Source: an optimization exercise on an open RTL-to-GDS flow (aim: small area, a short achievable clock period and few clock cycles per item). Production flows keep margins and buffers that such runs may drop. No run shown here included a check of the RTL's function; only the layout flow was run.

$ cat flow/design.v
module sds_sa1 (
    input  wire [11:0] t,
    input  wire [12:0] e,
    output wire [11:0] y
);
    wire [17:0] n1;
    ad_bk18 u_n1 (.a({2'b00, t, 4'b0111}), .b({{5{e[12]}}, e}), .ci(~e[12]), .s(n1));
    sds_clamp u_c (.s(n1[17:4]), .y(y));
endmodule
module sds_sa3 (
    input  wire [11:0] t,
    input  wire [12:0] e,
    output wire [11:0] y
);
    wire [17:0] n1 = {2'b00, t, 4'b0111} ^ {{4{e[12]}}, e, 1'b0} ^ {{5{e[12]}}, e};
    wire [17:0] n2 = {(({2'b00, t, 4'b0111} & {{4{e[12]}}, e, 1'b0}) | ({2'b00, t, 4'b0111} & {{5{e[12]}}, e}) | ({{4{e[12]}}, e, 1'b0} & {{5{e[12]}}, e}))} << 1;
    wire [17:0] n3;
    ad_bk18 u_n3 (.a(n1), .b(n2), .ci(~e[12]), .s(n3));
    sds_clamp u_c (.s(n3[17:4]), .y(y));
endmodule
module sds_sa5 (
    input  wire [11:0] t,
    input  wire [12:0] e,
    output wire [11:0] y
);
    wire [17:0] n1 = {2'b00, t, 4'b0111} ^ {{3{e[12]}}, e, 2'b00} ^ {{5{e[12]}}, e};
    wire [17:0] n2 = {(({2'b00, t, 4'b0111} & {{3{e[12]}}, e, 2'b00}) | ({2'b00, t, 4'b0111} & {{5{e[12]}}, e}) | ({{3{e[12]}}, e, 2'b00} & {{5{e[12]}}, e}))} << 1;
    wire [17:0] n3;
    ad_bk18 u_n3 (.a(n1), .b(n2), .ci(~e[12]), .s(n3));
    sds_clamp u_c (.s(n3[17:4]), .y(y));
endmodule
module sds_sa7 (
    input  wire [11:0] t,
    input  wire [12:0] e,
    output wire [11:0] y
);
    wire [17:0] n1 = {2'b00, t, 4'b1000} ^ {{2{e[12]}}, e, 3'b000} ^ ~{{5{e[12]}}, e};
    wire [17:0] n2 = {(({2'b00, t, 4'b1000} & {{2{e[12]}}, e, 3'b000}) | ({2'b00, t, 4'b1000} & ~{{5{e[12]}}, e}) | ({{2{e[12]}}, e, 3'b000} & ~{{5{e[12]}}, e}))} << 1;
    wire [17:0] n3;
    ad_sk18 u_n3 (.a(n1), .b(n2), .ci(~e[12]), .s(n3));
    sds_clamp u_c (.s(n3[17:4]), .y(y));
endmodule
module sds_clamp (
    input  wire [13:0] s,
    output wire [11:0] y
);
    wire neg = s[13];
    wire ovf = ~s[13] & (s[12] | (&s[11:4] & |s[3:0]));
    assign y[11:4] = {8{~neg}} & ({8{ovf}} | s[11:4]);
    assign y[3:0]  = {4{~(neg | ovf)}} & s[3:0];
endmodule
module ad_bk18 (input [17:0] a, input [17:0] b, input ci, output [17:0] s);
  wire [17:0] p0 = a ^ b;
  wire [17:0] g0 = a & b;
  wire g1_1 = g0[1] | (p0[1] & (g0[0] | (p0[0] & ci)));
  wire g1_3 = g0[3] | (p0[3] & g0[2]);
  wire p1_3 = p0[3] & p0[2];
  wire g1_5 = g0[5] | (p0[5] & g0[4]);
  wire p1_5 = p0[5] & p0[4];
  wire g1_7 = g0[7] | (p0[7] & g0[6]);
  wire p1_7 = p0[7] & p0[6];
  wire g1_9 = g0[9] | (p0[9] & g0[8]);
  wire p1_9 = p0[9] & p0[8];
  wire g1_11 = g0[11] | (p0[11] & g0[10]);
  wire p1_11 = p0[11] & p0[10];
  wire g1_13 = g0[13] | (p0[13] & g0[12]);
  wire p1_13 = p0[13] & p0[12];
  wire g1_15 = g0[15] | (p0[15] & g0[14]);
  wire p1_15 = p0[15] & p0[14];
  wire g1_17 = g0[17] | (p0[17] & g0[16]);
  wire p1_17 = p0[17] & p0[16];
  wire g2_3 = g1_3 | (p1_3 & g1_1);
  wire g2_7 = g1_7 | (p1_7 & g1_5);
  wire p2_7 = p1_7 & p1_5;
  wire g2_11 = g1_11 | (p1_11 & g1_9);
  wire p2_11 = p1_11 & p1_9;
  wire g2_15 = g1_15 | (p1_15 & g1_13);
  wire p2_15 = p1_15 & p1_13;
  wire g3_7 = g2_7 | (p2_7 & g2_3);
  wire g3_15 = g2_15 | (p2_15 & g2_11);
  wire p3_15 = p2_15 & p2_11;
  wire g4_15 = g3_15 | (p3_15 & g3_7);
  wire g5_11 = g2_11 | (p2_11 & g3_7);
  wire g6_5 = g1_5 | (p1_5 & g2_3);
  wire g6_9 = g1_9 | (p1_9 & g3_7);
  wire g6_13 = g1_13 | (p1_13 & g5_11);
  wire g6_17 = g1_17 | (p1_17 & g4_15);
  wire g7_2 = g0[2] | (p0[2] & g1_1);
  wire g7_4 = g0[4] | (p0[4] & g2_3);
  wire g7_6 = g0[6] | (p0[6] & g6_5);
  wire g7_8 = g0[8] | (p0[8] & g3_7);
  wire g7_10 = g0[10] | (p0[10] & g6_9);
  wire g7_12 = g0[12] | (p0[12] & g5_11);
  wire g7_14 = g0[14] | (p0[14] & g6_13);
  wire g7_16 = g0[16] | (p0[16] & g4_15);
  assign s[0] = p0[0] ^ ci;
  assign s[1] = p0[1] ^ (g0[0] | (p0[0] & ci));
  assign s[2] = p0[2] ^ g1_1;
  assign s[3] = p0[3] ^ g7_2;
  assign s[4] = p0[4] ^ g2_3;
  assign s[5] = p0[5] ^ g7_4;
  assign s[6] = p0[6] ^ g6_5;
  assign s[7] = p0[7] ^ g7_6;
  assign s[8] = p0[8] ^ g3_7;
  assign s[9] = p0[9] ^ g7_8;
  assign s[10] = p0[10] ^ g6_9;
  assign s[11] = p0[11] ^ g7_10;
  assign s[12] = p0[12] ^ g5_11;
  assign s[13] = p0[13] ^ g7_12;
  assign s[14] = p0[14] ^ g6_13;
  assign s[15] = p0[15] ^ g7_14;
  assign s[16] = p0[16] ^ g4_15;
  assign s[17] = p0[17] ^ g7_16;
endmodule
module ad_sk18 (input [17:0] a, input [17:0] b, input ci, output [17:0] s);
  wire [17:0] p0 = a ^ b;
  wire [17:0] g0 = a & b;
  wire g1_1 = g0[1] | (p0[1] & (g0[0] | (p0[0] & ci)));
  wire g1_3 = g0[3] | (p0[3] & g0[2]);
  wire p1_3 = p0[3] & p0[2];
  wire g1_5 = g0[5] | (p0[5] & g0[4]);
  wire p1_5 = p0[5] & p0[4];
  wire g1_7 = g0[7] | (p0[7] & g0[6]);
  wire p1_7 = p0[7] & p0[6];
  wire g1_9 = g0[9] | (p0[9] & g0[8]);
  wire p1_9 = p0[9] & p0[8];
  wire g1_11 = g0[11] | (p0[11] & g0[10]);
  wire p1_11 = p0[11] & p0[10];
  wire g1_13 = g0[13] | (p0[13] & g0[12]);
  wire p1_13 = p0[13] & p0[12];
  wire g1_15 = g0[15] | (p0[15] & g0[14]);
  wire p1_15 = p0[15] & p0[14];
  wire g1_17 = g0[17] | (p0[17] & g0[16]);
  wire p1_17 = p0[17] & p0[16];
  wire g2_2 = g0[2] | (p0[2] & g1_1);
  wire g2_3 = g1_3 | (p1_3 & g1_1);
  wire g2_6 = g0[6] | (p0[6] & g1_5);
  wire p2_6 = p0[6] & p1_5;
  wire g2_7 = g1_7 | (p1_7 & g1_5);
  wire p2_7 = p1_7 & p1_5;
  wire g2_10 = g0[10] | (p0[10] & g1_9);
  wire p2_10 = p0[10] & p1_9;
  wire g2_11 = g1_11 | (p1_11 & g1_9);
  wire p2_11 = p1_11 & p1_9;
  wire g2_14 = g0[14] | (p0[14] & g1_13);
  wire p2_14 = p0[14] & p1_13;
  wire g2_15 = g1_15 | (p1_15 & g1_13);
  wire p2_15 = p1_15 & p1_13;
  wire g3_4 = g0[4] | (p0[4] & g2_3);
  wire g3_5 = g1_5 | (p1_5 & g2_3);
  wire g3_6 = g2_6 | (p2_6 & g2_3);
  wire g3_7 = g2_7 | (p2_7 & g2_3);
  wire g3_12 = g0[12] | (p0[12] & g2_11);
  wire p3_12 = p0[12] & p2_11;
  wire g3_13 = g1_13 | (p1_13 & g2_11);
  wire p3_13 = p1_13 & p2_11;
  wire g3_14 = g2_14 | (p2_14 & g2_11);
  wire p3_14 = p2_14 & p2_11;
  wire g3_15 = g2_15 | (p2_15 & g2_11);
  wire p3_15 = p2_15 & p2_11;
  wire g4_8 = g0[8] | (p0[8] & g3_7);
  wire g4_9 = g1_9 | (p1_9 & g3_7);
  wire g4_10 = g2_10 | (p2_10 & g3_7);
  wire g4_11 = g2_11 | (p2_11 & g3_7);
  wire g4_12 = g3_12 | (p3_12 & g3_7);
  wire g4_13 = g3_13 | (p3_13 & g3_7);
  wire g4_14 = g3_14 | (p3_14 & g3_7);
  wire g4_15 = g3_15 | (p3_15 & g3_7);
  wire g5_16 = g0[16] | (p0[16] & g4_15);
  wire g5_17 = g1_17 | (p1_17 & g4_15);
  assign s[0] = p0[0] ^ ci;
  assign s[1] = p0[1] ^ (g0[0] | (p0[0] & ci));
  assign s[2] = p0[2] ^ g1_1;
  assign s[3] = p0[3] ^ g2_2;
  assign s[4] = p0[4] ^ g2_3;
  assign s[5] = p0[5] ^ g3_4;
  assign s[6] = p0[6] ^ g3_5;
  assign s[7] = p0[7] ^ g3_6;
  assign s[8] = p0[8] ^ g3_7;
  assign s[9] = p0[9] ^ g4_8;
  assign s[10] = p0[10] ^ g4_9;
  assign s[11] = p0[11] ^ g4_10;
  assign s[12] = p0[12] ^ g4_11;
  assign s[13] = p0[13] ^ g4_12;
  assign s[14] = p0[14] ^ g4_13;
  assign s[15] = p0[15] ^ g4_14;
  assign s[16] = p0[16] ^ g4_15;
  assign s[17] = p0[17] ^ g5_16;
endmodule
module ad_sk24 (input [23:0] a, input [23:0] b, input ci, output [23:0] s);
  wire [23:0] p0 = a ^ b;
  wire [23:0] g0 = a & b;
  wire g1_1 = g0[1] | (p0[1] & (g0[0] | (p0[0] & ci)));
  wire g1_3 = g0[3] | (p0[3] & g0[2]);
  wire p1_3 = p0[3] & p0[2];
  wire g1_5 = g0[5] | (p0[5] & g0[4]);
  wire p1_5 = p0[5] & p0[4];
  wire g1_7 = g0[7] | (p0[7] & g0[6]);
  wire p1_7 = p0[7] & p0[6];
  wire g1_9 = g0[9] | (p0[9] & g0[8]);
  wire p1_9 = p0[9] & p0[8];
  wire g1_11 = g0[11] | (p0[11] & g0[10]);
  wire p1_11 = p0[11] & p0[10];
  wire g1_13 = g0[13] | (p0[13] & g0[12]);
  wire p1_13 = p0[13] & p0[12];
  wire g1_15 = g0[15] | (p0[15] & g0[14]);
  wire p1_15 = p0[15] & p0[14];
  wire g1_17 = g0[17] | (p0[17] & g0[16]);
  wire p1_17 = p0[17] & p0[16];
  wire g1_19 = g0[19] | (p0[19] & g0[18]);
  wire p1_19 = p0[19] & p0[18];
  wire g1_21 = g0[21] | (p0[21] & g0[20]);
  wire p1_21 = p0[21] & p0[20];
  wire g1_23 = g0[23] | (p0[23] & g0[22]);
  wire p1_23 = p0[23] & p0[22];
  wire g2_2 = g0[2] | (p0[2] & g1_1);
  wire g2_3 = g1_3 | (p1_3 & g1_1);
  wire g2_6 = g0[6] | (p0[6] & g1_5);
  wire p2_6 = p0[6] & p1_5;
  wire g2_7 = g1_7 | (p1_7 & g1_5);
  wire p2_7 = p1_7 & p1_5;
  wire g2_10 = g0[10] | (p0[10] & g1_9);
  wire p2_10 = p0[10] & p1_9;
  wire g2_11 = g1_11 | (p1_11 & g1_9);
  wire p2_11 = p1_11 & p1_9;
  wire g2_14 = g0[14] | (p0[14] & g1_13);
  wire p2_14 = p0[14] & p1_13;
  wire g2_15 = g1_15 | (p1_15 & g1_13);
  wire p2_15 = p1_15 & p1_13;
  wire g2_18 = g0[18] | (p0[18] & g1_17);
  wire p2_18 = p0[18] & p1_17;
  wire g2_19 = g1_19 | (p1_19 & g1_17);
  wire p2_19 = p1_19 & p1_17;
  wire g2_22 = g0[22] | (p0[22] & g1_21);
  wire p2_22 = p0[22] & p1_21;
  wire g2_23 = g1_23 | (p1_23 & g1_21);
  wire p2_23 = p1_23 & p1_21;
  wire g3_4 = g0[4] | (p0[4] & g2_3);
  wire g3_5 = g1_5 | (p1_5 & g2_3);
  wire g3_6 = g2_6 | (p2_6 & g2_3);
  wire g3_7 = g2_7 | (p2_7 & g2_3);
  wire g3_12 = g0[12] | (p0[12] & g2_11);
  wire p3_12 = p0[12] & p2_11;
  wire g3_13 = g1_13 | (p1_13 & g2_11);
  wire p3_13 = p1_13 & p2_11;
  wire g3_14 = g2_14 | (p2_14 & g2_11);
  wire p3_14 = p2_14 & p2_11;
  wire g3_15 = g2_15 | (p2_15 & g2_11);
  wire p3_15 = p2_15 & p2_11;
  wire g3_20 = g0[20] | (p0[20] & g2_19);
  wire p3_20 = p0[20] & p2_19;
  wire g3_21 = g1_21 | (p1_21 & g2_19);
  wire p3_21 = p1_21 & p2_19;
  wire g3_22 = g2_22 | (p2_22 & g2_19);
  wire p3_22 = p2_22 & p2_19;
  wire g3_23 = g2_23 | (p2_23 & g2_19);
  wire p3_23 = p2_23 & p2_19;
  wire g4_8 = g0[8] | (p0[8] & g3_7);
  wire g4_9 = g1_9 | (p1_9 & g3_7);
  wire g4_10 = g2_10 | (p2_10 & g3_7);
  wire g4_11 = g2_11 | (p2_11 & g3_7);
  wire g4_12 = g3_12 | (p3_12 & g3_7);
  wire g4_13 = g3_13 | (p3_13 & g3_7);
  wire g4_14 = g3_14 | (p3_14 & g3_7);
  wire g4_15 = g3_15 | (p3_15 & g3_7);
  wire g5_16 = g0[16] | (p0[16] & g4_15);
  wire g5_17 = g1_17 | (p1_17 & g4_15);
  wire g5_18 = g2_18 | (p2_18 & g4_15);
  wire g5_19 = g2_19 | (p2_19 & g4_15);
  wire g5_20 = g3_20 | (p3_20 & g4_15);
  wire g5_21 = g3_21 | (p3_21 & g4_15);
  wire g5_22 = g3_22 | (p3_22 & g4_15);
  wire g5_23 = g3_23 | (p3_23 & g4_15);
  assign s[0] = p0[0] ^ ci;
  assign s[1] = p0[1] ^ (g0[0] | (p0[0] & ci));
  assign s[2] = p0[2] ^ g1_1;
  assign s[3] = p0[3] ^ g2_2;
  assign s[4] = p0[4] ^ g2_3;
  assign s[5] = p0[5] ^ g3_4;
  assign s[6] = p0[6] ^ g3_5;
  assign s[7] = p0[7] ^ g3_6;
  assign s[8] = p0[8] ^ g3_7;
  assign s[9] = p0[9] ^ g4_8;
  assign s[10] = p0[10] ^ g4_9;
  assign s[11] = p0[11] ^ g4_10;
  assign s[12] = p0[12] ^ g4_11;
  assign s[13] = p0[13] ^ g4_12;
  assign s[14] = p0[14] ^ g4_13;
  assign s[15] = p0[15] ^ g4_14;
  assign s[16] = p0[16] ^ g4_15;
  assign s[17] = p0[17] ^ g5_16;
  assign s[18] = p0[18] ^ g5_17;
  assign s[19] = p0[19] ^ g5_18;
  assign s[20] = p0[20] ^ g5_19;
  assign s[21] = p0[21] ^ g5_20;
  assign s[22] = p0[22] ^ g5_21;
  assign s[23] = p0[23] ^ g5_22;
endmodule
module ge_sk24 (input [23:0] a, input [23:0] b, output ge);
  wire [23:0] nb = ~b;
  wire t0_0g = (a[1] & nb[1]) | ((a[1] | nb[1]) & (a[0] | nb[0]));
  wire t0_2g = (a[3] & nb[3]) | ((a[3] | nb[3]) & (a[2] & nb[2]));
  wire t0_2p = (a[3] | nb[3]) & (a[2] | nb[2]);
  wire t0_4g = (a[5] & nb[5]) | ((a[5] | nb[5]) & (a[4] & nb[4]));
  wire t0_4p = (a[5] | nb[5]) & (a[4] | nb[4]);
  wire t0_6g = (a[7] & nb[7]) | ((a[7] | nb[7]) & (a[6] & nb[6]));
  wire t0_6p = (a[7] | nb[7]) & (a[6] | nb[6]);
  wire t0_8g = (a[9] & nb[9]) | ((a[9] | nb[9]) & (a[8] & nb[8]));
  wire t0_8p = (a[9] | nb[9]) & (a[8] | nb[8]);
  wire t0_10g = (a[11] & nb[11]) | ((a[11] | nb[11]) & (a[10] & nb[10]));
  wire t0_10p = (a[11] | nb[11]) & (a[10] | nb[10]);
  wire t0_12g = (a[13] & nb[13]) | ((a[13] | nb[13]) & (a[12] & nb[12]));
  wire t0_12p = (a[13] | nb[13]) & (a[12] | nb[12]);
  wire t0_14g = (a[15] & nb[15]) | ((a[15] | nb[15]) & (a[14] & nb[14]));
  wire t0_14p = (a[15] | nb[15]) & (a[14] | nb[14]);
  wire t0_16g = (a[17] & nb[17]) | ((a[17] | nb[17]) & (a[16] & nb[16]));
  wire t0_16p = (a[17] | nb[17]) & (a[16] | nb[16]);
  wire t0_18g = (a[19] & nb[19]) | ((a[19] | nb[19]) & (a[18] & nb[18]));
  wire t0_18p = (a[19] | nb[19]) & (a[18] | nb[18]);
  wire t0_20g = (a[21] & nb[21]) | ((a[21] | nb[21]) & (a[20] & nb[20]));
  wire t0_20p = (a[21] | nb[21]) & (a[20] | nb[20]);
  wire t0_22g = (a[23] & nb[23]) | ((a[23] | nb[23]) & (a[22] & nb[22]));
  wire t0_22p = (a[23] | nb[23]) & (a[22] | nb[22]);
  wire t1_0g = t0_2g | (t0_2p & t0_0g);
  wire t1_2g = t0_6g | (t0_6p & t0_4g);
  wire t1_2p = t0_6p & t0_4p;
  wire t1_4g = t0_10g | (t0_10p & t0_8g);
  wire t1_4p = t0_10p & t0_8p;
  wire t1_6g = t0_14g | (t0_14p & t0_12g);
  wire t1_6p = t0_14p & t0_12p;
  wire t1_8g = t0_18g | (t0_18p & t0_16g);
  wire t1_8p = t0_18p & t0_16p;
  wire t1_10g = t0_22g | (t0_22p & t0_20g);
  wire t1_10p = t0_22p & t0_20p;
  wire t2_0g = t1_2g | (t1_2p & t1_0g);
  wire t2_2g = t1_6g | (t1_6p & t1_4g);
  wire t2_2p = t1_6p & t1_4p;
  wire t2_4g = t1_10g | (t1_10p & t1_8g);
  wire t2_4p = t1_10p & t1_8p;
  wire t3_0g = t2_2g | (t2_2p & t2_0g);
  wire t4_0g = t2_4g | (t2_4p & t3_0g);
  assign ge = t4_0g;
endmodule
module ad_rc9 (input [8:0] a, input [8:0] b, input ci, output [8:0] s);
  wire [9:0] c; assign c[0] = ci;
  genvar i;
  generate for (i = 0; i < 9; i = i + 1) begin : g
    assign s[i] = a[i] ^ b[i] ^ c[i];
    assign c[i+1] = (a[i] & b[i]) | (c[i] & (a[i] ^ b[i]));
  end endgenerate
endmodule
module sds_nearest (
    input  wire [11:0] vr,
    input  wire [11:0] vg,
    input  wire [11:0] vb,
    output wire [2:0]  idx,
    output wire [12:0] er,
    output wire [12:0] eg,
    output wire [12:0] eb
);
    wire [23:0] n1 = ~{12'b0, vr} ^ {4'b0, vr, 8'b0} ^ ~{12'b0, vg};
    wire [23:0] n2 = {((~{12'b0, vr} & {4'b0, vr, 8'b0}) | (~{12'b0, vr} & ~{12'b0, vg}) | ({4'b0, vr, 8'b0} & ~{12'b0, vg}))} << 1;
    wire [23:0] n3 = {4'b0, vg, 8'b0} ^ ~{12'b0, vb} ^ {4'b0, vb, 8'b0};
    wire [23:0] n4 = {(({4'b0, vg, 8'b0} & ~{12'b0, vb}) | ({4'b0, vg, 8'b0} & {4'b0, vb, 8'b0}) | (~{12'b0, vb} & {4'b0, vb, 8'b0}))} << 1;
    wire [23:0] n5 = n1 ^ n2 ^ n3;
    wire [23:0] n6 = {((n1 & n2) | (n1 & n3) | (n2 & n3))} << 1;
    wire [23:0] n7 = n5 ^ n6 ^ n4;
    wire [23:0] n8 = {((n5 & n6) | (n5 & n4) | (n6 & n4))} << 1;
    wire [23:0] n9 = n7 ^ n8 ^ 24'd6828011;
    wire [23:0] n10 = {((n7 & n8) | (n7 & 24'd6828011) | (n8 & 24'd6828011))} << 1;
    wire [23:0] n11;
    ad_sk24 u_n11 (.a(n9), .b(n10), .ci(1'b0), .s(n11));
    wire [23:0] h1 = n11;
    wire [23:0] n12 = ~{12'b0, vr} ^ {10'b0, vr, 2'b0} ^ {6'b0, vr, 6'b0};
    wire [23:0] n13 = {((~{12'b0, vr} & {10'b0, vr, 2'b0}) | (~{12'b0, vr} & {6'b0, vr, 6'b0}) | ({10'b0, vr, 2'b0} & {6'b0, vr, 6'b0}))} << 1;
    wire [23:0] n14 = {11'b0, vg, 1'b0} ^ {9'b0, vg, 3'b0} ^ {5'b0, vg, 7'b0};
    wire [23:0] n15 = {(({11'b0, vg, 1'b0} & {9'b0, vg, 3'b0}) | ({11'b0, vg, 1'b0} & {5'b0, vg, 7'b0}) | ({9'b0, vg, 3'b0} & {5'b0, vg, 7'b0}))} << 1;
    wire [23:0] n16 = ~{10'b0, vb, 2'b0} ^ {7'b0, vb, 5'b0} ^ 24'd8194074;
    wire [23:0] n17 = {((~{10'b0, vb, 2'b0} & {7'b0, vb, 5'b0}) | (~{10'b0, vb, 2'b0} & 24'd8194074) | ({7'b0, vb, 5'b0} & 24'd8194074))} << 1;
    wire [23:0] n18 = n12 ^ n13 ^ n14;
    wire [23:0] n19 = {((n12 & n13) | (n12 & n14) | (n13 & n14))} << 1;
    wire [23:0] n20 = n15 ^ n16 ^ n17;
    wire [23:0] n21 = {((n15 & n16) | (n15 & n17) | (n16 & n17))} << 1;
    wire [23:0] n22 = n18 ^ n19 ^ n20;
    wire [23:0] n23 = {((n18 & n19) | (n18 & n20) | (n19 & n20))} << 1;
    wire [23:0] n24 = n22 ^ n23 ^ n21;
    wire [23:0] n25 = {((n22 & n23) | (n22 & n21) | (n23 & n21))} << 1;
    wire [23:0] n26;
    ad_sk24 u_n26 (.a(n24), .b(n25), .ci(1'b0), .s(n26));
    wire [23:0] h2 = n26;
    wire [23:0] n27 = {10'b0, vr, 2'b0} ^ ~{7'b0, vr, 5'b0} ^ {5'b0, vr, 7'b0};
    wire [23:0] n28 = {(({10'b0, vr, 2'b0} & ~{7'b0, vr, 5'b0}) | ({10'b0, vr, 2'b0} & {5'b0, vr, 7'b0}) | (~{7'b0, vr, 5'b0} & {5'b0, vr, 7'b0}))} << 1;
    wire [23:0] n29 = {6'b0, vg, 6'b0} ^ ~{12'b0, vb} ^ {4'b0, vb, 8'b0};
    wire [23:0] n30 = {(({6'b0, vg, 6'b0} & ~{12'b0, vb}) | ({6'b0, vg, 6'b0} & {4'b0, vb, 8'b0}) | (~{12'b0, vb} & {4'b0, vb, 8'b0}))} << 1;
    wire [23:0] n31 = n27 ^ n28 ^ n29;
    wire [23:0] n32 = {((n27 & n28) | (n27 & n29) | (n28 & n29))} << 1;
    wire [23:0] n33 = n31 ^ n32 ^ n30;
    wire [23:0] n34 = {((n31 & n32) | (n31 & n30) | (n32 & n30))} << 1;
    wire [23:0] n35 = n33 ^ n34 ^ 24'd7755642;
    wire [23:0] n36 = {((n33 & n34) | (n33 & 24'd7755642) | (n34 & 24'd7755642))} << 1;
    wire [23:0] n37;
    ad_sk24 u_n37 (.a(n35), .b(n36), .ci(1'b0), .s(n37));
    wire [23:0] h3 = n37;
    wire [23:0] n38 = ~{12'b0, vr} ^ ~{6'b0, vr, 6'b0} ^ {4'b0, vr, 8'b0};
    wire [23:0] n39 = {((~{12'b0, vr} & ~{6'b0, vr, 6'b0}) | (~{12'b0, vr} & {4'b0, vr, 8'b0}) | (~{6'b0, vr, 6'b0} & {4'b0, vr, 8'b0}))} << 1;
    wire [23:0] n40 = n38 ^ n39 ^ 24'd8096762;
    wire [23:0] n41 = {((n38 & n39) | (n38 & 24'd8096762) | (n39 & 24'd8096762))} << 1;
    wire [23:0] n42;
    ad_sk24 u_n42 (.a(n40), .b(n41), .ci(1'b0), .s(n42));
    wire [23:0] h4 = n42;
    wire [23:0] n43 = ~{12'b0, vr} ^ {4'b0, vr, 8'b0} ^ ~{12'b0, vg};
    wire [23:0] n44 = {((~{12'b0, vr} & {4'b0, vr, 8'b0}) | (~{12'b0, vr} & ~{12'b0, vg}) | ({4'b0, vr, 8'b0} & ~{12'b0, vg}))} << 1;
    wire [23:0] n45 = {10'b0, vg, 2'b0} ^ ~{8'b0, vg, 4'b0} ^ {4'b0, vg, 8'b0};
    wire [23:0] n46 = {(({10'b0, vg, 2'b0} & ~{8'b0, vg, 4'b0}) | ({10'b0, vg, 2'b0} & {4'b0, vg, 8'b0}) | (~{8'b0, vg, 4'b0} & {4'b0, vg, 8'b0}))} << 1;
    wire [23:0] n47 = ~{9'b0, vb, 3'b0} ^ {6'b0, vb, 6'b0} ^ 24'd7370932;
    wire [23:0] n48 = {((~{9'b0, vb, 3'b0} & {6'b0, vb, 6'b0}) | (~{9'b0, vb, 3'b0} & 24'd7370932) | ({6'b0, vb, 6'b0} & 24'd7370932))} << 1;
    wire [23:0] n49 = n43 ^ n44 ^ n45;
    wire [23:0] n50 = {((n43 & n44) | (n43 & n45) | (n44 & n45))} << 1;
    wire [23:0] n51 = n46 ^ n47 ^ n48;
    wire [23:0] n52 = {((n46 & n47) | (n46 & n48) | (n47 & n48))} << 1;
    wire [23:0] n53 = n49 ^ n50 ^ n51;
    wire [23:0] n54 = {((n49 & n50) | (n49 & n51) | (n50 & n51))} << 1;
    wire [23:0] n55 = n53 ^ n54 ^ n52;
    wire [23:0] n56 = {((n53 & n54) | (n53 & n52) | (n54 & n52))} << 1;
    wire [23:0] n57;
    ad_sk24 u_n57 (.a(n55), .b(n56), .ci(1'b0), .s(n57));
    wire [23:0] h5 = n57;
    wire [23:0] n58 = {9'b0, vr, 3'b0} ^ ~{7'b0, vr, 5'b0} ^ {4'b0, vr, 8'b0};
    wire [23:0] n59 = {(({9'b0, vr, 3'b0} & ~{7'b0, vr, 5'b0}) | ({9'b0, vr, 3'b0} & {4'b0, vr, 8'b0}) | (~{7'b0, vr, 5'b0} & {4'b0, vr, 8'b0}))} << 1;
    wire [23:0] n60 = ~{11'b0, vg, 1'b0} ^ {5'b0, vg, 7'b0} ^ 24'd7831010;
    wire [23:0] n61 = {((~{11'b0, vg, 1'b0} & {5'b0, vg, 7'b0}) | (~{11'b0, vg, 1'b0} & 24'd7831010) | ({5'b0, vg, 7'b0} & 24'd7831010))} << 1;
    wire [23:0] n62 = n58 ^ n59 ^ n60;
    wire [23:0] n63 = {((n58 & n59) | (n58 & n60) | (n59 & n60))} << 1;
    wire [23:0] n64 = n62 ^ n63 ^ n61;
    wire [23:0] n65 = {((n62 & n63) | (n62 & n61) | (n63 & n61))} << 1;
    wire [23:0] n66;
    ad_sk24 u_n66 (.a(n64), .b(n65), .ci(1'b0), .s(n66));
    wire [23:0] h6 = n66;
    wire [23:0] n67 = {11'b0, vr, 1'b0} ^ ~{6'b0, vr, 6'b0} ^ {4'b0, vr, 8'b0};
    wire [23:0] n68 = {(({11'b0, vr, 1'b0} & ~{6'b0, vr, 6'b0}) | ({11'b0, vr, 1'b0} & {4'b0, vr, 8'b0}) | (~{6'b0, vr, 6'b0} & {4'b0, vr, 8'b0}))} << 1;
    wire [23:0] n69 = {10'b0, vg, 2'b0} ^ {7'b0, vg, 5'b0} ^ {5'b0, vg, 7'b0};
    wire [23:0] n70 = {(({10'b0, vg, 2'b0} & {7'b0, vg, 5'b0}) | ({10'b0, vg, 2'b0} & {5'b0, vg, 7'b0}) | ({7'b0, vg, 5'b0} & {5'b0, vg, 7'b0}))} << 1;
    wire [23:0] n71 = {10'b0, vb, 2'b0} ^ ~{8'b0, vb, 4'b0} ^ {4'b0, vb, 8'b0};
    wire [23:0] n72 = {(({10'b0, vb, 2'b0} & ~{8'b0, vb, 4'b0}) | ({10'b0, vb, 2'b0} & {4'b0, vb, 8'b0}) | (~{8'b0, vb, 4'b0} & {4'b0, vb, 8'b0}))} << 1;
    wire [23:0] n73 = n67 ^ n68 ^ n69;
    wire [23:0] n74 = {((n67 & n68) | (n67 & n69) | (n68 & n69))} << 1;
    wire [23:0] n75 = n70 ^ n71 ^ n72;
    wire [23:0] n76 = {((n70 & n71) | (n70 & n72) | (n71 & n72))} << 1;
    wire [23:0] n77 = n73 ^ n74 ^ n75;
    wire [23:0] n78 = {((n73 & n74) | (n73 & n75) | (n74 & n75))} << 1;
    wire [23:0] n79 = n77 ^ n78 ^ n76;
    wire [23:0] n80 = {((n77 & n78) | (n77 & n76) | (n78 & n76))} << 1;
    wire [23:0] n81 = n79 ^ n80 ^ 24'd7396066;
    wire [23:0] n82 = {((n79 & n80) | (n79 & 24'd7396066) | (n80 & 24'd7396066))} << 1;
    wire [23:0] n83;
    ad_sk24 u_n83 (.a(n81), .b(n82), .ci(1'b0), .s(n83));
    wire [23:0] h7 = n83;
    wire [23:0] h0 = 24'd8388608;
    wire ge02;
    ge_sk24 u_ge02 (.a(h0), .b(h2), .ge(ge02));
    wire ge03;
    ge_sk24 u_ge03 (.a(h0), .b(h3), .ge(ge03));
    wire ge04;
    ge_sk24 u_ge04 (.a(h0), .b(h4), .ge(ge04));
    wire ge15;
    ge_sk24 u_ge15 (.a(h1), .b(h5), .ge(ge15));
    wire ge17;
    ge_sk24 u_ge17 (.a(h1), .b(h7), .ge(ge17));
    wire ge23;
    ge_sk24 u_ge23 (.a(h2), .b(h3), .ge(ge23));
    wire ge24;
    ge_sk24 u_ge24 (.a(h2), .b(h4), .ge(ge24));
    wire ge25;
    ge_sk24 u_ge25 (.a(h2), .b(h5), .ge(ge25));
    wire ge26;
    ge_sk24 u_ge26 (.a(h2), .b(h6), .ge(ge26));
    wire ge27;
    ge_sk24 u_ge27 (.a(h2), .b(h7), .ge(ge27));
    wire ge34;
    ge_sk24 u_ge34 (.a(h3), .b(h4), .ge(ge34));
    wire ge36;
    ge_sk24 u_ge36 (.a(h3), .b(h6), .ge(ge36));
    wire ge37;
    ge_sk24 u_ge37 (.a(h3), .b(h7), .ge(ge37));
    wire ge46;
    ge_sk24 u_ge46 (.a(h4), .b(h6), .ge(ge46));
    wire ge47;
    ge_sk24 u_ge47 (.a(h4), .b(h7), .ge(ge47));
    wire ge56;
    ge_sk24 u_ge56 (.a(h5), .b(h6), .ge(ge56));
    wire ge57;
    ge_sk24 u_ge57 (.a(h5), .b(h7), .ge(ge57));
    wire ge67;
    ge_sk24 u_ge67 (.a(h6), .b(h7), .ge(ge67));
    wire w0 = ge02 & ge03 & ge04;
    wire w1 = ge15 & ge17;
    wire w2 = ~ge02 & ge23 & ge24 & ge25 & ge26 & ge27;
    wire w3 = ~ge03 & ~ge23 & ge34 & ge36 & ge37;
    wire w4 = ~ge04 & ~ge24 & ~ge34 & ge46 & ge47;
    wire w5 = ~ge15 & ~ge25 & ge56 & ge57;
    wire w6 = ~ge26 & ~ge36 & ~ge46 & ~ge56 & ge67;
    wire w7 = ~ge17 & ~ge27 & ~ge37 & ~ge47 & ~ge57 & ~ge67;
    assign idx = {w4 | w5 | w6 | w7, w2 | w3 | w6 | w7, w1 | w3 | w5 | w7};
    wire [8:0] n84;
    ad_rc9 u_n84 (.a({1'b0, vr[11:4]}), .b(9'd445), .ci(1'b0), .s(n84));
    wire [8:0] n85;
    ad_rc9 u_n85 (.a({1'b0, vr[11:4]}), .b(9'd412), .ci(1'b0), .s(n85));
    wire [8:0] n86;
    ad_rc9 u_n86 (.a({1'b0, vr[11:4]}), .b(9'd321), .ci(1'b0), .s(n86));
    wire [8:0] n87;
    ad_rc9 u_n87 (.a({1'b0, vr[11:4]}), .b(9'd318), .ci(1'b0), .s(n87));
    wire [8:0] n88;
    ad_rc9 u_n88 (.a({1'b0, vr[11:4]}), .b(9'd280), .ci(1'b0), .s(n88));
    wire [8:0] n89;
    ad_rc9 u_n89 (.a({1'b0, vr[11:4]}), .b(9'd257), .ci(1'b0), .s(n89));
    assign er = {({9{w0}} & {1'b0, vr[11:4]}) | ({9{w2}} & n84) | ({9{w3}} & n85) | ({9{w4}} & n86) | ({9{w7}} & n87) | ({9{w6}} & n88) | ({9{w1 | w5}} & n89), vr[3:0]};
    wire [8:0] n90;
    ad_rc9 u_n90 (.a({1'b0, vg[11:4]}), .b(9'd448), .ci(1'b0), .s(n90));
    wire [8:0] n91;
    ad_rc9 u_n91 (.a({1'b0, vg[11:4]}), .b(9'd386), .ci(1'b0), .s(n91));
    wire [8:0] n92;
    ad_rc9 u_n92 (.a({1'b0, vg[11:4]}), .b(9'd374), .ci(1'b0), .s(n92));
    wire [8:0] n93;
    ad_rc9 u_n93 (.a({1'b0, vg[11:4]}), .b(9'd348), .ci(1'b0), .s(n93));
    wire [8:0] n94;
    ad_rc9 u_n94 (.a({1'b0, vg[11:4]}), .b(9'd269), .ci(1'b0), .s(n94));
    wire [8:0] n95;
    ad_rc9 u_n95 (.a({1'b0, vg[11:4]}), .b(9'd257), .ci(1'b0), .s(n95));
    assign eg = {({9{w0 | w4}} & {1'b0, vg[11:4]}) | ({9{w3}} & n90) | ({9{w6}} & n91) | ({9{w2}} & n92) | ({9{w7}} & n93) | ({9{w5}} & n94) | ({9{w1}} & n95), vg[3:0]};
    wire [8:0] n96;
    ad_rc9 u_n96 (.a({1'b0, vb[11:4]}), .b(9'd484), .ci(1'b0), .s(n96));
    wire [8:0] n97;
    ad_rc9 u_n97 (.a({1'b0, vb[11:4]}), .b(9'd456), .ci(1'b0), .s(n97));
    wire [8:0] n98;
    ad_rc9 u_n98 (.a({1'b0, vb[11:4]}), .b(9'd268), .ci(1'b0), .s(n98));
    wire [8:0] n99;
    ad_rc9 u_n99 (.a({1'b0, vb[11:4]}), .b(9'd257), .ci(1'b0), .s(n99));
    assign eb = {({9{w0 | w4 | w6}} & {1'b0, vb[11:4]}) | ({9{w2}} & n96) | ({9{w5}} & n97) | ({9{w7}} & n98) | ({9{w1 | w3}} & n99), vb[3:0]};
endmodule
module sds_dither (
    input  wire        clk,
    input  wire        rst,
    input  wire        start,
    input  wire [6:0]  cfg_width,
    input  wire [8:0]  cfg_height,
    output reg         busy,
    output reg         geom_err,
    input  wire        in_valid,
    output reg         in_ready,
    input  wire [23:0] in_rgb,
    output reg         out_valid,
    input  wire        out_ready,
    output reg  [2:0]  out_idx
);
    localparam integer MAX_W = 64;
    localparam integer MAX_H = 480;
    localparam integer CAP   = 5;       
    localparam integer EW    = 39;      
    reg        run;            
    reg [6:0]  w;              
    reg [8:0]  h;
    reg        vi;             
    reg [23:0] rgb_q;
    reg [5:0]  px;             
    reg [8:0]  py;
    reg        vb;             
    reg        xb0;            
    reg        ph1, ph2;       
    reg [2:0]  nfl;            
    reg        pop_q;
    wire geom_ok = (cfg_width  != 7'd0) && (cfg_width  <= MAX_W) &&
                   (cfg_height != 9'd0) && (cfg_height <= MAX_H);
    wire acc_start = start & ~busy & ~rst;
    wire take      = in_valid & in_ready;
    wire pop       = out_valid & out_ready;
    wire slow      = (w < 7'd3);                     
    wire px_last   = ({1'b0, px} == w - 7'd1);
    wire px_penult = ({1'b0, px} == w - 7'd2);
    wire py_last   = (py == h - 9'd1);
    wire py_penult = (py == h - 9'd2);
    wire last_in   = vi ? ((px_penult & py_last) | ((w == 7'd1) & py_penult))
                        : (px_last & py_last);
    wire run_nx    = acc_start ? geom_ok : (run & ~(take & last_in));
    wire [2:0] nf  = nfl + {2'b0, vi} - {2'b0, pop_q};
    wire room      = ({1'b0, nf} + {3'b0, in_ready} + 4'd1) <= CAP;
    wire last_out  = ~run & (nf == 3'd1);
    always @(posedge clk) begin
        rgb_q <= in_rgb;
        if (acc_start) begin
            w <= cfg_width;
            h <= cfg_height;
        end
        if (rst) begin
            run      <= 1'b0;
            busy     <= 1'b0;
            geom_err <= 1'b0;
            in_ready <= 1'b0;
            vi       <= 1'b0;
            vb       <= 1'b0;
            ph1      <= 1'b0;
            ph2      <= 1'b0;
            nfl      <= 3'd0;
            pop_q    <= 1'b0;
        end else begin
            run      <= run_nx;
            busy     <= busy ? ~(pop & last_out) : (start & geom_ok);
            if (acc_start)
                geom_err <= ~geom_ok;
            in_ready <= run_nx & (acc_start | (room & ~(slow & (take | vi))));
            vi       <= take;
            vb       <= vi;
            ph1      <= vi & slow & px_last;
            ph2      <= ph1 & (w == 7'd1);
            nfl      <= nf;
            pop_q    <= pop;
        end
        if (acc_start) begin
            px <= 6'd0;
            py <= 9'd0;
        end else if (vi) begin
            if (px_last) begin
                px <= 6'd0;
                py <= py + 9'd1;
            end else begin
                px <= px + 6'd1;
            end
        end
        xb0 <= (px == 6'd0);
    end
    wire shift = vi | ph1 | ph2;
    wire [EW-1:0] e_cur;             
    reg  [EW-1:0] sr0, sr1;          
    reg  [EW-1:0] t_u, t_ul;         
    reg  [30*EW-1:0] seg30;
    reg  [16*EW-1:0] seg16;
    reg  [8*EW-1:0]  seg8;
    reg  [4*EW-1:0]  seg4;
    reg  [2*EW-1:0]  seg2;
    reg  [EW-1:0]    seg1;
    wire [6:0] weff = slow ? 7'd3 : w;
    wire [5:0] m    = weff[5:0] - 6'd3;
    wire       u30  = (m >= 6'd30);
    wire [4:0] mr   = u30 ? (m - 6'd30) : m[4:0];
    wire [EW-1:0] o30 = u30   ? seg30[30*EW-1 -: EW] : sr1;
    wire [EW-1:0] o16 = mr[4] ? seg16[16*EW-1 -: EW] : o30;
    wire [EW-1:0] o8  = mr[3] ? seg8[8*EW-1 -: EW]   : o16;
    wire [EW-1:0] o4  = mr[2] ? seg4[4*EW-1 -: EW]   : o8;
    wire [EW-1:0] o2  = mr[1] ? seg2[2*EW-1 -: EW]   : o4;
    wire [EW-1:0] t_ur = mr[0] ? seg1 : o2;
    always @(posedge clk) begin
        if (shift | vb)
            sr0 <= e_cur;
        if (shift)
            sr1 <= vb ? e_cur : sr0;
        if (shift) begin
            seg30 <= {seg30[29*EW-1:0], sr1};
            seg16 <= {seg16[15*EW-1:0], o30};
            seg8  <= {seg8[7*EW-1:0],   o16};
            seg4  <= {seg4[3*EW-1:0],   o8};
            seg2  <= {seg2[EW-1:0],     o4};
            seg1  <= o2;
            t_u   <= t_ur;
            t_ul  <= t_u;
        end
    end
    wire up   = (py != 9'd0);
    wire m_ul = up & (px != 6'd0);
    wire m_u  = up;
    wire m_ur = up & ~px_last;
    wire [EW-1:0] e_ul = {EW{m_ul}} & t_ul;
    wire [EW-1:0] e_u  = {EW{m_u}}  & t_u;
    wire [EW-1:0] e_ur = {EW{m_ur}} & t_ur;
    reg  [35:0] a3_q;
    wire [35:0] a3;
    genvar c;
    generate
        for (c = 0; c < 3; c = c + 1) begin : g_a
            localparam integer PB = 16 - 8 * c;
            localparam integer EB = 26 - 13 * c;
            localparam integer VB = 24 - 12 * c;
            wire [11:0] t1, t2;
            sds_sa1 u_s1 (.t({rgb_q[PB +: 8], 4'b0000}), .e(e_ul[EB +: 13]), .y(t1));
            sds_sa5 u_s5 (.t(t1), .e(e_u[EB +: 13]),  .y(t2));
            sds_sa3 u_s3 (.t(t2), .e(e_ur[EB +: 13]), .y(a3[VB +: 12]));
        end
    endgenerate
    always @(posedge clk)
        a3_q <= a3;
    wire [EW-1:0] e_l = {EW{~xb0}} & sr1;
    wire [35:0] v;
    generate
        for (c = 0; c < 3; c = c + 1) begin : g_b
            localparam integer EB = 26 - 13 * c;
            localparam integer VB = 24 - 12 * c;
            sds_sa7 u_s7 (.t(a3_q[VB +: 12]), .e(e_l[EB +: 13]), .y(v[VB +: 12]));
        end
    endgenerate
    wire [2:0] k;
    wire signed [12:0] er, eg, eb;
    sds_nearest u_nearest (
        .vr(v[35:24]), .vg(v[23:12]), .vb(v[11:0]),
        .idx(k),
        .er(er), .eg(eg), .eb(eb)
    );
    assign e_cur = {er, eg, eb};
    reg [2:0] fq0, fq1, fq2, fq3;
    reg [1:0] wp, rp;
    reg [2:0] fc;
    wire      ofree = ~out_valid | out_ready;
    wire      fq_pop  = ofree & (fc != 3'd0);
    wire      bypass  = ofree & (fc == 3'd0);
    wire      fq_push = vb & ~bypass;
    wire [2:0] fq_head = rp[1] ? (rp[0] ? fq3 : fq2) : (rp[0] ? fq1 : fq0);
    always @(posedge clk) begin
        if (rst) begin
            out_valid <= 1'b0;
            wp <= 2'd0;
            rp <= 2'd0;
            fc <= 3'd0;
        end else begin
            if (ofree) begin
                out_valid <= fq_pop | vb;
                out_idx   <= fq_pop ? fq_head : k;
            end
            if (fq_push) begin
                case (wp)
                    2'd0: fq0 <= k;
                    2'd1: fq1 <= k;
                    2'd2: fq2 <= k;
                    default: fq3 <= k;
                endcase
                wp <= wp + 2'd1;
            end
            if (fq_pop)
                rp <= rp + 2'd1;
            fc <= fc + {2'b0, fq_push} - {2'b0, fq_pop};
        end
    end
endmodule
$ cat flow/run.sh
#!/bin/bash
# synth_recipe.tcl (not shown) runs the flow's synth.tcl, then flattens the netlist and writes it again
# the make line also repeats each setting of config.mk as NAME=value (left out here)
make -C /OpenROAD-flow-scripts/flow DESIGN_CONFIG=/design/flow/config.mk WORK_HOME=/design/flow/orfs CLKGATE_MAP_FILE= SYNTH_SCRIPT=/design/flow/synth_recipe.tcl finish
$ cat flow/config.mk
export PLATFORM = sky130hd
export DESIGN_NAME = sds_dither
export DESIGN_NICKNAME = sds_dither
export VERILOG_FILES = /design/flow/design.v
export SDC_FILE = /design/flow/constraint.sdc
export NUM_CORES = 4
export LEC_CHECK = 0
export CAP_MARGIN = 20
export CORE_MARGIN = 2
export CORE_UTILIZATION = 40
export SLEW_MARGIN = 20
$ cat flow/constraint.sdc
create_clock -name core_clock -period 70.0 [get_ports {clk}]
set_input_delay 14.0000 -clock core_clock [delete_from_list [all_inputs] [get_ports {clk}]]
set_output_delay 14.0000 -clock core_clock [all_outputs]
set_load 0.01 [all_outputs]
==> results of run 1 <==
-- final timing paths --
| kind | end | cells after the start | slack (ns) | from |
|---|---|---|---|---|
| worst min-delay path | seg4[143] | 0 | 0.37 | seg4[104] |
| worst max-delay path | in_ready | 1 | 54.19 | in_ready |
| worst max register to register | out_idx[0] | 49 | 54.65 | xb0 |
| worst min register to register | seg4[143] | 0 | 0.37 | seg4[104] |
-- layout make-up --
type | count | area [µm²]
fill | 26897 | 169000
sequential | 2662 | 79000
multi-input combinational | 4373 | 39000
clock buffer | 299 | 6470
tap | 4100 | 5130
inverter | 1266 | 4750
timing repair buffer | 196 | 1710
clock inverter | 140 | 1350
antenna | 5 | 12.5
-- sequential cells by signal, indices dropped and copies added (netlist names), 6 cells and up --
name,flops
w,7
seg30,1170
sr1,39
t_u,39
a3_q,36
px,6
sr0,39
rgb_q,24
seg8,312
seg1,39
seg2,78
py,9
seg4,156
t_ul,39
seg16,624
h,9
-- routing by layer --
layer	GRT usage	wire length [µm]
met5	0	27
met4	0.0585	9240
met3	0.0247	15400
met2	0.260	120000
met1	0.264	133000
-- kinds of logic after synthesis --
family,count (synthesis)
flops,2662
mux,146
compound gates,1232
buf+inv,1431
fa+ha+maj,1264
simple gates,1462
xor+xnor,269
-- cells in the final DEF, fill, tap and decap left out, types with 44 or more instances in the layout --
cell type,n
edfxtp_1,2566
inv_1,1265
ha_1,703
fa_1,497
nand2_1,476
nor2_1,357
a21oi_1,274
clkbuf_16,247
o21ai_0,190
xnor2_1,168
buf_4,134
nand3_1,113
a21o_1,100
xor2_1,95
dfxtp_1,95
nor3_1,87
mux2i_1,85
nand2b_1,82
and2_1,78
a31oi_1,76
maj3_1,61
mux2_2,57
o22ai_1,52
clkdlybuf4s50_1,51
clkinv_1,48
a211oi_1,44
-- per-stage QoR --
step	instances	util	setup WS (ns)
CTS	13034	0.449	54.11
global route	13037	0.449	54.07
global placement	12595	0.423	53.50
floorplan	8466	-	12.35
finish	13041	0.449	54.19
detailed placement	12595	0.423	53.50
==> summary.txt, run 1 <==
status - timing/DRC/antenna clean
WL per Instance - 21.3 µm
XOR/XNOR share of the synthesized area - 0.0192
RSZ-0062 raised after global routing - no
setup violators final - 0
number of global-route vias before repair - 67,153
leading post-synthesis cells by cell area - edfxtp_1 63%, fa_1 8.1%, ha_1 7.1%
Max-cap violations - 0
sequential share of the synthesized area - 0.641
Post-Route WL - 278 mm
crit-path max FO - 4
Layout Skew - 0.0766 ns
CTS Buf Count - 246
IO Count - 52
first-pass iteration count of the detailed router - 6
max_slew headroom - 0.193
Synth Instances - 8,466
Worst-Margin Slew - 1.21 ns
CP required - 56.00 ns
Final Hold Fails - 0
largest net degree at the start of global routing - 210
layout cells sized above 1 - 0.0744
Syn Area/Cell - 14.6 µm²
yosys warns - 1
slowest CP cell - clkdlybuf4s50_1
Die Height - 559 µm
routability congestion estimate - 0.916
Hold Crit Class - reg2reg
share of the synthesized area in the top cell type - 0.625
Design Area, Final - 0.137 mm²
crit-path cells - clkdlybuf4s50_1
first-pass GRT wire length - 420 mm
Buf/Inv on CP - 1
Fin Setup TNS - 0 ns
final worst path period share - 0.226
post_cts resized - 0
Distinct cells, synth - 118
Sinks on Clock Net - 2,662
core area - 0.306 mm²
drt initial violations - 6,342
Post-CTS Hold Fix Bufs - 0
DP HPWL - 195 mm
minimum hold slack - 0.373 ns
Synth Net Count - 9,711
FF+latch count, synth - 2,662
post-synthesis compound-gate area fraction - 0.0689
DP Area - 0.129 mm²
CP arrival - 1.81 ns
initial antenna violation count - 15
H-Tree Depth - 4
Setup CP Type - reg2out
slowest stage delay, CP - 0.56 ns
top-count cell post-synth - edfxtp_1
startpoint types - flip-flop
Synth async-reset ratio - 0
simple-gate area share of the yosys netlist - 0.0570
Post-Synth Adder-Cell Area - 0.157
commonest cells in the netlist - 2,566 x edfxtp_1, 1,265 x inv_1, 703 x ha_1
gr usage total - 0.175
postcts setup bufs - 0
synthesized area - 0.123 mm²
largest area contributor in the synthesized netlist - edfxtp_1
die area - 0.313 mm²
delay-heaviest family, CP - buffers and inverters
row cnt - 203
vias per inst - 5.14
Pins Over Slew Limit - 0
Final #Nets - 9,990
Initial Util - 0.403
Port Buffers - 51
CTS clk-pin slew, worst paths - 0.07 ns
via count - 67,032
EDFF count, synth - 2,566
largest family of logic cells by synthesized area - adder cells
main flop type after synthesis - edfxtp_1
mux share of post-synthesis cell area - 0.0127
CTS tree - yes
clk latency of the worst-skew pair - 0.90 ns
GRT overflow - 0
Die Wd - 559 µm
fmax - 63.2 MHz
P&R area growth vs syn - 11.5%
Longest Clk Path Bufs - 4
CP endpoint kind - output port
DRC viols - 0
post-layout minimum cycle time - 15.81 ns
post-route ant nets - 0
root buf cell - clkbuf_16
==> inputs of run 2 (changes only) <==
--- a/flow/design.v
+++ b/flow/design.v
@@ -34,2 +34,3 @@
     input  wire [12:0] e,
+    input  wire        en,
     output wire [11:0] y
@@ -40,3 +41,12 @@
     ad_sk18 u_n3 (.a(n1), .b(n2), .ci(~e[12]), .s(n3));
-    sds_clamp u_c (.s(n3[17:4]), .y(y));
+    wire [17:0] n4 = n1 ^ n2 ^ 18'd196848;
+    wire [17:0] n5 = {((n1 & n2) | (n1 & 18'd196848) | (n2 & 18'd196848))} << 1;
+    wire zc;
+    cy_sk17 u_zc (.a(n4[16:0]), .b(n5[16:0]), .ci(~e[12]), .co(zc));
+    wire ov = ~(n4[17] ^ n5[17] ^ zc);
+    wire ng = n3[17];
+    wire keep = ~en;
+    wire pass = en & ~ng & ~ov;
+    assign y[11:4] = ({8{keep}} & t[11:4]) | ({8{pass}} & n3[15:8]) | {8{en & ov}};
+    assign y[3:0]  = ({4{keep}} & t[3:0])  | ({4{pass}} & n3[7:4]);
 endmodule
@@ -189,2 +199,32 @@
 endmodule
+module cy_sk17 (input [16:0] a, input [16:0] b, input ci, output co);
+  wire t0_0g = (a[1] & b[1]) | ((a[1] | b[1]) & ((a[0] & b[0]) | ((a[0] | b[0]) & ci)));
+  wire t0_2g = (a[3] & b[3]) | ((a[3] | b[3]) & (a[2] & b[2]));
+  wire t0_2p = (a[3] | b[3]) & (a[2] | b[2]);
+  wire t0_4g = (a[5] & b[5]) | ((a[5] | b[5]) & (a[4] & b[4]));
+  wire t0_4p = (a[5] | b[5]) & (a[4] | b[4]);
+  wire t0_6g = (a[7] & b[7]) | ((a[7] | b[7]) & (a[6] & b[6]));
+  wire t0_6p = (a[7] | b[7]) & (a[6] | b[6]);
+  wire t0_8g = (a[9] & b[9]) | ((a[9] | b[9]) & (a[8] & b[8]));
+  wire t0_8p = (a[9] | b[9]) & (a[8] | b[8]);
+  wire t0_10g = (a[11] & b[11]) | ((a[11] | b[11]) & (a[10] & b[10]));
+  wire t0_10p = (a[11] | b[11]) & (a[10] | b[10]);
+  wire t0_12g = (a[13] & b[13]) | ((a[13] | b[13]) & (a[12] & b[12]));
+  wire t0_12p = (a[13] | b[13]) & (a[12] | b[12]);
+  wire t0_14g = (a[15] & b[15]) | ((a[15] | b[15]) & (a[14] & b[14]));
+  wire t0_14p = (a[15] | b[15]) & (a[14] | b[14]);
+  wire t1_0g = t0_2g | (t0_2p & t0_0g);
+  wire t1_2g = t0_6g | (t0_6p & t0_4g);
+  wire t1_2p = t0_6p & t0_4p;
+  wire t1_4g = t0_10g | (t0_10p & t0_8g);
+  wire t1_4p = t0_10p & t0_8p;
+  wire t1_6g = t0_14g | (t0_14p & t0_12g);
+  wire t1_6p = t0_14p & t0_12p;
+  wire t2_0g = t1_2g | (t1_2p & t1_0g);
+  wire t2_2g = t1_6g | (t1_6p & t1_4g);
+  wire t2_2p = t1_6p & t1_4p;
+  wire t3_0g = t2_2g | (t2_2p & t2_0g);
+  wire t4_0g = (a[16] & b[16]) | ((a[16] | b[16]) & t3_0g);
+  assign co = t4_0g;
+endmodule
 module ad_sk24 (input [23:0] a, input [23:0] b, input ci, output [23:0] s);
@@ -572,5 +612,3 @@
                    (cfg_height != 9'd0) && (cfg_height <= MAX_H);
-    wire acc_start = start & ~busy & ~rst;
-    wire take      = in_valid & in_ready;
-    wire pop       = out_valid & out_ready;
+    wire go = start & geom_ok;                       
     wire slow      = (w < 7'd3);                     
@@ -582,3 +620,2 @@
                         : (px_last & py_last);
-    wire run_nx    = acc_start ? geom_ok : (run & ~(take & last_in));
     wire [2:0] nf  = nfl + {2'b0, vi} - {2'b0, pop_q};
@@ -586,5 +623,8 @@
     wire last_out  = ~run & (nf == 3'd1);
+    wire rdy_v1    = run & ~(in_ready & last_in) & room & ~(slow & (in_ready | vi));
+    wire rdy_v0    = run & room & ~(slow & vi);
+    wire run_v1    = run & ~(in_ready & last_in);
     always @(posedge clk) begin
         rgb_q <= in_rgb;
-        if (acc_start) begin
+        if (~busy) begin                             
             w <= cfg_width;
@@ -604,8 +644,14 @@
         end else begin
-            run      <= run_nx;
-            busy     <= busy ? ~(pop & last_out) : (start & geom_ok);
-            if (acc_start)
-                geom_err <= ~geom_ok;
-            in_ready <= run_nx & (acc_start | (room & ~(slow & (take | vi))));
-            vi       <= take;
+            if (busy) begin
+                run      <= in_valid ? run_v1 : run;
+                busy     <= ~(out_ready & out_valid & last_out);
+                in_ready <= in_valid ? rdy_v1 : rdy_v0;
+            end else begin
+                run      <= go;
+                busy     <= go;
+                in_ready <= go;
+                if (start)
+                    geom_err <= ~geom_ok;
+            end
+            vi       <= in_valid & in_ready;
             vb       <= vi;
@@ -614,5 +660,5 @@
             nfl      <= nf;
-            pop_q    <= pop;
+            pop_q    <= out_valid & out_ready;
         end
-        if (acc_start) begin
+        if (~busy) begin
             px <= 6'd0;
@@ -688,3 +734,2 @@
         a3_q <= a3;
-    wire [EW-1:0] e_l = {EW{~xb0}} & sr1;
     wire [35:0] v;
@@ -694,3 +739,3 @@
             localparam integer VB = 24 - 12 * c;
-            sds_sa7 u_s7 (.t(a3_q[VB +: 12]), .e(e_l[EB +: 13]), .y(v[VB +: 12]));
+            sds_sa7 u_s7 (.t(a3_q[VB +: 12]), .e(sr1[EB +: 13]), .en(~xb0), .y(v[VB +: 12]));
         end
@@ -708,7 +753,10 @@
     reg [2:0] fc;
-    wire      ofree = ~out_valid | out_ready;
-    wire      fq_pop  = ofree & (fc != 3'd0);
-    wire      bypass  = ofree & (fc == 3'd0);
-    wire      fq_push = vb & ~bypass;
+    wire      fq_any  = (fc != 3'd0);
     wire [2:0] fq_head = rp[1] ? (rp[0] ? fq3 : fq2) : (rp[0] ? fq1 : fq0);
+    wire [2:0] fc_f1  = fq_any ? (fc - {2'b0, ~vb}) : fc;
+    wire [1:0] rp_f1  = rp + {1'b0, fq_any};
+    wire       psh_f1 = vb & fq_any;
+    wire [2:0] fc_f0  = fc + {2'b0, vb};
+    wire       ofree  = ~out_valid | out_ready;
+    wire       fq_push = ofree ? psh_f1 : vb;
     always @(posedge clk) begin
@@ -721,4 +769,8 @@
             if (ofree) begin
-                out_valid <= fq_pop | vb;
-                out_idx   <= fq_pop ? fq_head : k;
+                out_valid <= fq_any | vb;
+                out_idx   <= fq_any ? fq_head : k;
+                fc        <= fc_f1;
+                rp        <= rp_f1;
+            end else begin
+                fc        <= fc_f0;
             end
@@ -733,5 +785,2 @@
             end
-            if (fq_pop)
-                rp <= rp + 2'd1;
-            fc <= fc + {2'b0, fq_push} - {2'b0, fq_pop};
         end
==> summary.txt, run 2 <==
status - timing/DRC/antenna clean (unchanged)
first-pass GRT wire length - 420 mm (about the same)
crit-path max FO - 9 (was 4)
RSZ-0062 raised after global routing - no (unchanged)
P&R area growth vs syn - 12.5% (was 11.5%)
crit-path cells - clkdlybuf4s50_1 (unchanged)
sequential share of the synthesized area - 0.641 (about the same)
biggest regs - seg30 (1170), seg16 (624), seg8 (312) (unchanged)
fin worst setup slack - 54.02 ns (was 54.19 ns)
gr usage total - 0.175 (about the same)
CTS tree - yes (unchanged)
yosys warns - 1 (unchanged)
largest area contributor in the synthesized netlist - edfxtp_1 (unchanged)
EDFF count, synth - 2,566 (unchanged)
DP Area - 0.130 mm² (was 0.129 mm²)
CP arrival - 1.98 ns (was 1.81 ns)
initial antenna violation count - 9 (was 15)
register area - 0.0790 mm² (unchanged)
Top reg by flops - seg30 (unchanged)
Finished Layout Cells - 13,104 (was 13,041)
Longest Clk Path Bufs - 4 (unchanged)
Multi-input gate area - 0.0393 mm² (was 0.0390 mm²)
post-layout util - 0.453 (was 0.449)
Post-Route WL - 278 mm (about the same)
Synth Instances - 8,461 (was 8,466)
vias per inst - 5.15 (was 5.14)
DP HPWL - 195 mm (about the same)
Fin Setup TNS - 0 ns (unchanged)
postcts setup bufs - 0 (unchanged)
drt initial violations - 5,902 (was 6,342)
Buf/Inv on CP - 1 (unchanged)
Post-CTS Hold Fix Bufs - 0 (unchanged)
layout cells sized above 1 - 0.0855 (was 0.0744)
leading post-synthesis cells by cell area - edfxtp_1 63%, fa_1 8.1%, ha_1 7.3% (was edfxtp_1 63%, fa_1 8.1%, ha_1 7.1%)
slowest stage delay, CP - 0.62 ns (was 0.56 ns)
delay-heaviest family, CP - buffers and inverters (unchanged)
die area - 0.313 mm² (about the same)
Hold Crit Class - reg2reg (unchanged)
first-pass iteration count of the detailed router - 8 (was 6)
Distinct cells, synth - 114 (was 118)
main flop type after synthesis - edfxtp_1 (unchanged)
commonest non-fill, non-tap cells in the layout - 2,566 x edfxtp_1, 1,220 x inv_1, 718 x ha_1 (was 2,566 x edfxtp_1, 1,265 x inv_1, 703 x ha_1)
FF+latch count, synth - 2,662 (unchanged)
# placed instances - 12,616 (was 12,595)
GRT overflow - 0 (unchanged)
max_slew headroom - 0.216 (was 0.193)
post-layout minimum cycle time - 15.98 ns (was 15.81 ns)
Final Hold Fails - 0 (unchanged)
share of the synthesized area in the top cell type - 0.625 (about the same)
synthesized area - 0.123 mm² (about the same)
Layout Skew - 0.0992 ns (was 0.0766 ns)
Setup CP Type - reg2out (unchanged)
Synth async-reset ratio - 0 (unchanged)
CTS Buf Count - 272 (was 246)
CP endpoint kind - output port (unchanged)
clk latency of the worst-skew pair - 0.86 ns (was 0.90 ns)
Worst-Margin Slew - 1.17 ns (was 1.21 ns)
Max-cap violations - 0 (unchanged)
Initial Util - 0.403 (about the same)
core area - 0.306 mm² (unchanged)
IO Count - 52 (unchanged)
Design Area, Final - 0.139 mm² (was 0.137 mm²)
Die Height - 559 µm (about the same)
Pins Over Slew Limit - 0 (unchanged)
Final #Nets - 10,052 (was 9,990)
commonest non-fill, non-tap cell in the layout - edfxtp_1 (unchanged)
routability congestion estimate - 0.932 (was 0.916)
Largest register FFs - 1,170 (unchanged)
post-route ant nets - 0 (unchanged)
via count - 67,421 (was 67,032)
startpoint types - flip-flop (unchanged)
Setup WS pre-CTS - 53.55 ns (was 53.50 ns)
Port Buffers - 51 (unchanged)
commonest cells in the netlist - 2,566 x edfxtp_1, 1,222 x inv_1, 718 x ha_1 (was 2,566 x edfxtp_1, 1,265 x inv_1, 703 x ha_1)
final worst path period share - 0.228 (was 0.226)
H-Tree Depth - 5 (was 4)
row cnt - 203 (unchanged)
CP required - 56.00 ns (about the same)
WL per Instance - 21.3 µm (about the same)
slowest CP cell - clkdlybuf4s50_1 (unchanged)
number of global-route vias before repair - 67,231 (was 67,153)
post_cts resized - 0 (unchanged)
CTS clk-pin slew, worst paths - 0.07 ns (about the same)
setup violators final - 0 (unchanged)
top-count cell post-synth - edfxtp_1 (unchanged)
Synth Net Count - 9,721 (was 9,711)
fmax - 62.6 MHz (was 63.2 MHz)
Die Wd - 559 µm (about the same)
Sinks on Clock Net - 2,662 (unchanged)
DRC viols - 0 (unchanged)
largest net degree at the start of global routing - 206 (was 210)
root buf cell - clkbuf_16 (unchanged)
Filler Cells Inserted - 26,929 (was 26,897)
Syn Area/Cell - 14.6 µm² (about the same)
==> run 2: metal layers <==
metal  track usage  up-vias  wire length, µm
met5             0        -                0
met4        0.0539        0             7950
met3        0.0234      414            14600
met2         0.267     1791           125000
met1         0.260    34173           131000
li1              -    31043                -
==> run 2: path summary, 6_finish.rpt <==
kind           endpoint  cells past startpoint       start  slack [ns]
max                busy                      1        busy       54.02
min          seg16[170]                      0  seg16[131]        0.35
max reg2reg  out_idx[2]                     39     sr1[11]       55.81
min reg2reg  seg16[170]                      0  seg16[131]        0.35
==> run 2: cell families after synthesis <==
kind of cell / after synthesis / share of synthesized area
adder cells (fa/ha/maj): 1277 / 0.159
XOR/XNOR: 249 / 0.0178
multiplexers: 149 / 0.0135
buffers and inverters: 1374 / 0.0421
flip-flops: 2662 / 0.641
AND/OR/NAND/NOR: 1528 / 0.0578
AO/OA/AOI/OAI: 1222 / 0.0693
==> run 2: per-stage QoR <==
step / hold WS [ns]
2_1_floorplan: 0.400
3_5_place_dp: 0.405
3_3_place_gp: 0.400
6_report: 0.352
4_1_cts: 0.349
5_1_grt: 0.359
==> run 2: cell type report <==
class,instances,share of cell area
Sequential cell,2662,0.570
Multi-Input combinational cell,4425,0.284
Clock buffer,334,0.0521
Tap cell,4100,0.0370
Inverter,1225,0.0332
Timing Repair Buffer,206,0.0129
Clock inverter,145,0.0110
Antenna cell,7,0.000126

re-timing with driven ports:
The flow's constraints put no driver on any port. The routed layouts listed below were extracted and timed again, unchanged, in two steps.
Step 1, drivers: a clkbuf_16 drives clk and a buf_2 each remaining input, both assumed.
Step 2 moves the port delays by t, midway between the first and last clock arrival at a register: inputs arrive t later, outputs are due t later. That takes back most of the time a late clock gives input paths.
Three values: ideal, step 1, step 2; two values: the first two.
run | t, ns | slack for setup (ns) | worst setup path after step 2 | latest minus earliest clock arrival (ns) | worst data-port slew with drivers (ns)
run 1 | 0.954 | 54.185 / 54.091 / 53.510 | input to register | 0.094 / 0.094 | 0.05
run 2 | 0.904 | 54.023 / 53.929 / 53.568 | input to register | 0.100 / 0.100 | 0.04
After both steps setup and hold are still met in every run listed. For run 1, which loses most, drivers alone change the setup slack by -0.094 ns; drivers and shift together by -0.675 ns.
